From an optimization exercise on the open Yosys and OpenROAD flow, aimed at small area, a short achievable clock period and few clock cycles; shortcuts taken in it are not production practice. Only simulation tests tie the RTL to the original design; equivalence was not proved.

## v6
// aec_dec
module aec_dec (
    input  wire        clk,
    input  wire        rst,           
    input  wire        start,         
    input  wire        preset_sel,    
    input  wire [15:0] in_len,        
    input  wire [19:0] in_bits,       
    input  wire [15:0] out_cap,       
    output wire [15:0] in_addr,
    input  wire [7:0]  in_rdata,
    output wire [15:0] out_raddr,
    input  wire [7:0]  out_rdata,
    output reg         out_we,
    output wire [15:0] out_waddr,
    output reg  [7:0]  out_wdata,
    output reg         busy,
    output reg         done,
    output wire        complete,
    output reg  [2:0]  stop_reason,
    output wire [15:0] out_len,
    output wire [19:0] out_bits
);
==> flow/config.mk <==
export PLATFORM = sky130hd
export DESIGN_NAME = aec_dec
export DESIGN_NICKNAME = aec_dec
export VERILOG_FILES = /design/flow/design.v
export SDC_FILE = /design/flow/constraint.sdc
export NUM_CORES = 4
export LEC_CHECK = 0
export CAP_MARGIN = 20
export CORE_MARGIN = 2
export CORE_UTILIZATION = 40
export SETUP_SLACK_MARGIN = 5
export SLEW_MARGIN = 20
==> flow/constraint.sdc <==
create_clock -name core_clock -period 10.0 [get_ports {clk}]
set_input_delay 2.0000 -clock core_clock [delete_from_list [all_inputs] [get_ports {clk}]]
set_output_delay 2.0000 -clock core_clock [all_outputs]
set_load 0.01 [all_outputs]
run.sh (not shown) runs the stock make flow with config.mk's settings and CLKGATE_MAP_FILE= SYNTH_SCRIPT=/design/flow/synth_recipe.tcl, a recipe that flattens the netlist after the stock synthesis.
v6 finished every step from synthesis to the final layout, and the layout passed the timing, design-rule and antenna checks.
Testbench counts of v6, summed over its fixed seeds: cycles 78,683.
Here is what was changed in the inputs of v7 compared with v6.
diff --git a/flow/design.v b/flow/design.v
--- a/flow/design.v
+++ b/flow/design.v
@@ -357,20 +357,34 @@
     end
     wire [8:0] V0 = vdec(W[31:24]);
     wire [8:0] V1 = vdec(W[27:20]);
     wire [4:0] v0i = V0[8:4];
     wire [3:0] v0l = V0[3:0];
     wire [4:0] v1i = V1[8:4];
     wire [5:0] v1l4 = vlen4(W[27:20]);
     wire       v0z = (W[31:30] == 2'b00);
     wire       v1z = (W[27:26] == 2'b00);
     wire       v1one = (W[27:25] == 3'b010);
+    reg [4:0] nib_k;
+    always @* begin
+        casez (W[25:21])
+        5'b00???: nib_k = 5'd8;
+        5'b010??: nib_k = 5'd9;
+        5'b0110?: nib_k = 5'd10;
+        5'b01110: nib_k = 5'd11;
+        5'b01111: nib_k = 5'd11;
+        5'b10???: nib_k = 5'd8;
+        5'b110??: nib_k = 5'd9;
+        5'b1110?: nib_k = 5'd10;
+        default:  nib_k = 5'd11;
+        endcase
+    end
     reg  [2:0]  cs_s;
     reg  [15:0] cs_f;
     reg  [4:0]  cs_n;
     always @* begin
         casez (W[31:28])
         4'b0???: begin cs_s = 3'd0; cs_f = {14'd0, W[30:29]}; cs_n = 5'd3;  end
         4'b10??: begin cs_s = 3'd1; cs_f = {12'd0, W[29:26]}; cs_n = 5'd6;  end
         4'b110?: begin cs_s = 3'd2; cs_f = {9'd0,  W[28:22]}; cs_n = 5'd10; end
         4'b1110: begin cs_s = 3'd3; cs_f = {5'd0,  W[27:17]}; cs_n = 5'd15; end
         default: begin cs_s = 3'd4; cs_f = W[27:12];          cs_n = 5'd20; end
@@ -463,21 +477,21 @@
             end else if (!v0z) begin
                 need = {2'b00, v0l};
             end else if (preset) begin
                 need = 6'd2;
             end else begin
                 casez (W[29:27])
                 3'b00?: need = (cs == CS_NUM || all_upper) ? 6'd4 :
                                !v1z ? v1l4 :
                                (W[25:24] == 2'b11) ? 6'd9 : 6'd8;
                 3'b01?: need = v1l4;
-                3'b10?: need = v1z ? 6'd6 : v1l4;
+                3'b10?: need = !v1z ? v1l4 : {1'b0, nib_k};
                 default: need = 6'd5;
                 endcase
             end
         end
         M_SYMV, M_NUMV, M_P1SH: begin rd = 1'b1; need = {2'b00, v0l}; end
         M_NIBSEL: begin
             rd = 1'b1;
             casez (W[31:27])
             5'b0????: need = 6'd1;
             5'b10???: need = 6'd2;
@@ -497,26 +511,28 @@
         end
         M_CNT:  begin rd = 1'b1; need = {1'b0, cs_n}; end
         M_UNI:  begin rd = 1'b1; need = {1'b0, ds_n}; end
         M_NIB:  begin rd = 1'b1; need = 6'd4; end
         M_DF:   begin rd = 1'b1; need = 6'd21; end
         M_BYTE: begin rd = 1'b1; need = 6'd8; end
         M_TCH:  begin rd = 1'b1; need = {3'b000, tpw}; end
         default: ;
         endcase
         case (mode)
-        M_TOK:    nhi = (cs == CS_DELTA) ? 6'd21 : preset ? 6'd8 : 6'd12;
+        M_TOK:    nhi = (cs != CS_DELTA) ? (preset ? 6'd8 : 6'd12) :
+                        (ds_s != 3'd5) ? {1'b0, ds_n} : 6'd10;
         M_SYMV, M_NUMV, M_P1SH, M_BYTE: nhi = 6'd8;
         M_NIBSEL: nhi = 6'd5;
         M_TSEL, M_NIB: nhi = 6'd4;
-        M_CNT:    nhi = 6'd20;
-        M_UNI, M_DF: nhi = 6'd21;
+        M_CNT:    nhi = {1'b0, cs_n};
+        M_UNI:    nhi = {1'b0, ds_n};
+        M_DF:     nhi = 6'd21;
         M_TCH:    nhi = {3'b000, tpw};
         default:  nhi = 6'd0;
         endcase
         stall = rd && !eos && !wth[nhi];
         trunc = rd && eos && !wth[need];
         if (mode == M_TOK)
             tok <= pos;
         if (!stall) begin
             case (mode)
             M_IDLE: begin
@@ -638,21 +654,38 @@
                         e_en = 1'b1; e_b = sym_char(v1i);
                         if (v1i == 5'd8) begin
                             sq <= 3'd6; si <= 2'd1; mode <= M_SEQ;
                         end else if (is_sfq(v1i)) begin
                             sq <= sym_sq(v1i); si <= 2'd1; mode <= M_SEQ;
                         end else
                             c_en = 1'b1;
                     end
                     3'b10?: begin
                         if (v1z) begin
-                            k = 5'd6; mode <= M_NIBSEL;
+                            k = nib_k;
+                            casez (W[25:21])
+                            5'b0????: begin
+                                cpur <= P_TREM; mode <= M_CNT;
+                                casez (W[24:21])
+                                4'b0???: tsel <= 3'd0;
+                                4'b10??: tsel <= 3'd1;
+                                4'b110?: tsel <= 3'd2;
+                                4'b1110: tsel <= 3'd3;
+                                default: tsel <= 3'd4;
+                                endcase
+                            end
+                            5'b10???: begin hex_upper <= 1'b0; cpur <= P_HEX; mode <= M_CNT; end
+                            5'b110??: begin hex_upper <= 1'b0; is_guid <= 1'b1; tk <= 5'd0; mode <= M_NIB; end
+                            5'b1110?: begin hex_upper <= 1'b1; cpur <= P_HEX; mode <= M_CNT; end
+                            5'b11110: begin hex_upper <= 1'b1; is_guid <= 1'b1; tk <= 5'd0; mode <= M_NIB; end
+                            default:  begin cpur <= P_BIN; mode <= M_CNT; end
+                            endcase
                         end else begin
                             k = v1l4[4:0];
                             e_en = le22(v1i) || is_fq(v1i);
                             e_b  = num_char(v1i);
                             if (le22(v1i)) begin
                                 if (is_digit(v1i)) cs <= CS_NUM;
                                 c_en = 1'b1;
                             end else if (is_fq(v1i)) begin
                                 sq <= num_sq(v1i); si <= 2'd1; mode <= M_SEQ;
                             end else if (v1i == 5'd26) begin
Findings:
v7 vs v6, number of logic stages on the critical path including buffering went up by 3. Design area of v7 is on par with v6. Re global-route usage: v7 is 0.29 points down on v6. For v6, the highest-delay cell along the critical path was nor4_4, unlike v7, where it was fa_1. Re fill cell total of the finished layout: v7 and v6 aren't equal, and the lower value belongs to v6. Going from v6 to v7, the die area was shrunk. Of v7 and v6, v6 shows the lower parity-gate share of the synthesized area counting xor and xnor cells, with v7 above it. Hold slack (lower): v6.
Testbench counts of v7, summed over its fixed seeds: cycles 77,123.

-- port drivers added, routing unchanged --
Ports are ideal in the flow. The routed layouts listed here were re-timed in OpenROAD.
Step 1 assumes that a clkbuf_16 drives the clock port and a buf_2 every other input.
Step 2 times the ports against the registers' clock, not the clock port: input delays grow and output delays shrink by t, the midpoint of the rising clock arrivals with the driver on.
a / b / c = no drivers / after step 1 / after step 2; a / b = the first two.
| run | shift t [ns] | setup WS [ns] | hold slack, ns | latest minus earliest clock arrival (ns) |
|---|---|---|---|---|
| v6 | 0.643 | 5.051 / 5.051 / 4.432 | 0.487 / 0.487 / 0.487 | 0.028 / 0.028 |
| v7 | 0.647 | 4.562 / 4.562 / 4.388 | 0.492 / 0.492 / 0.492 | 0.061 / 0.061 |
After both steps setup and hold are still met in every run listed. The setup slack of v6, which loses most, moves by 0.000 ns with the drivers and by -0.619 ns with both steps.
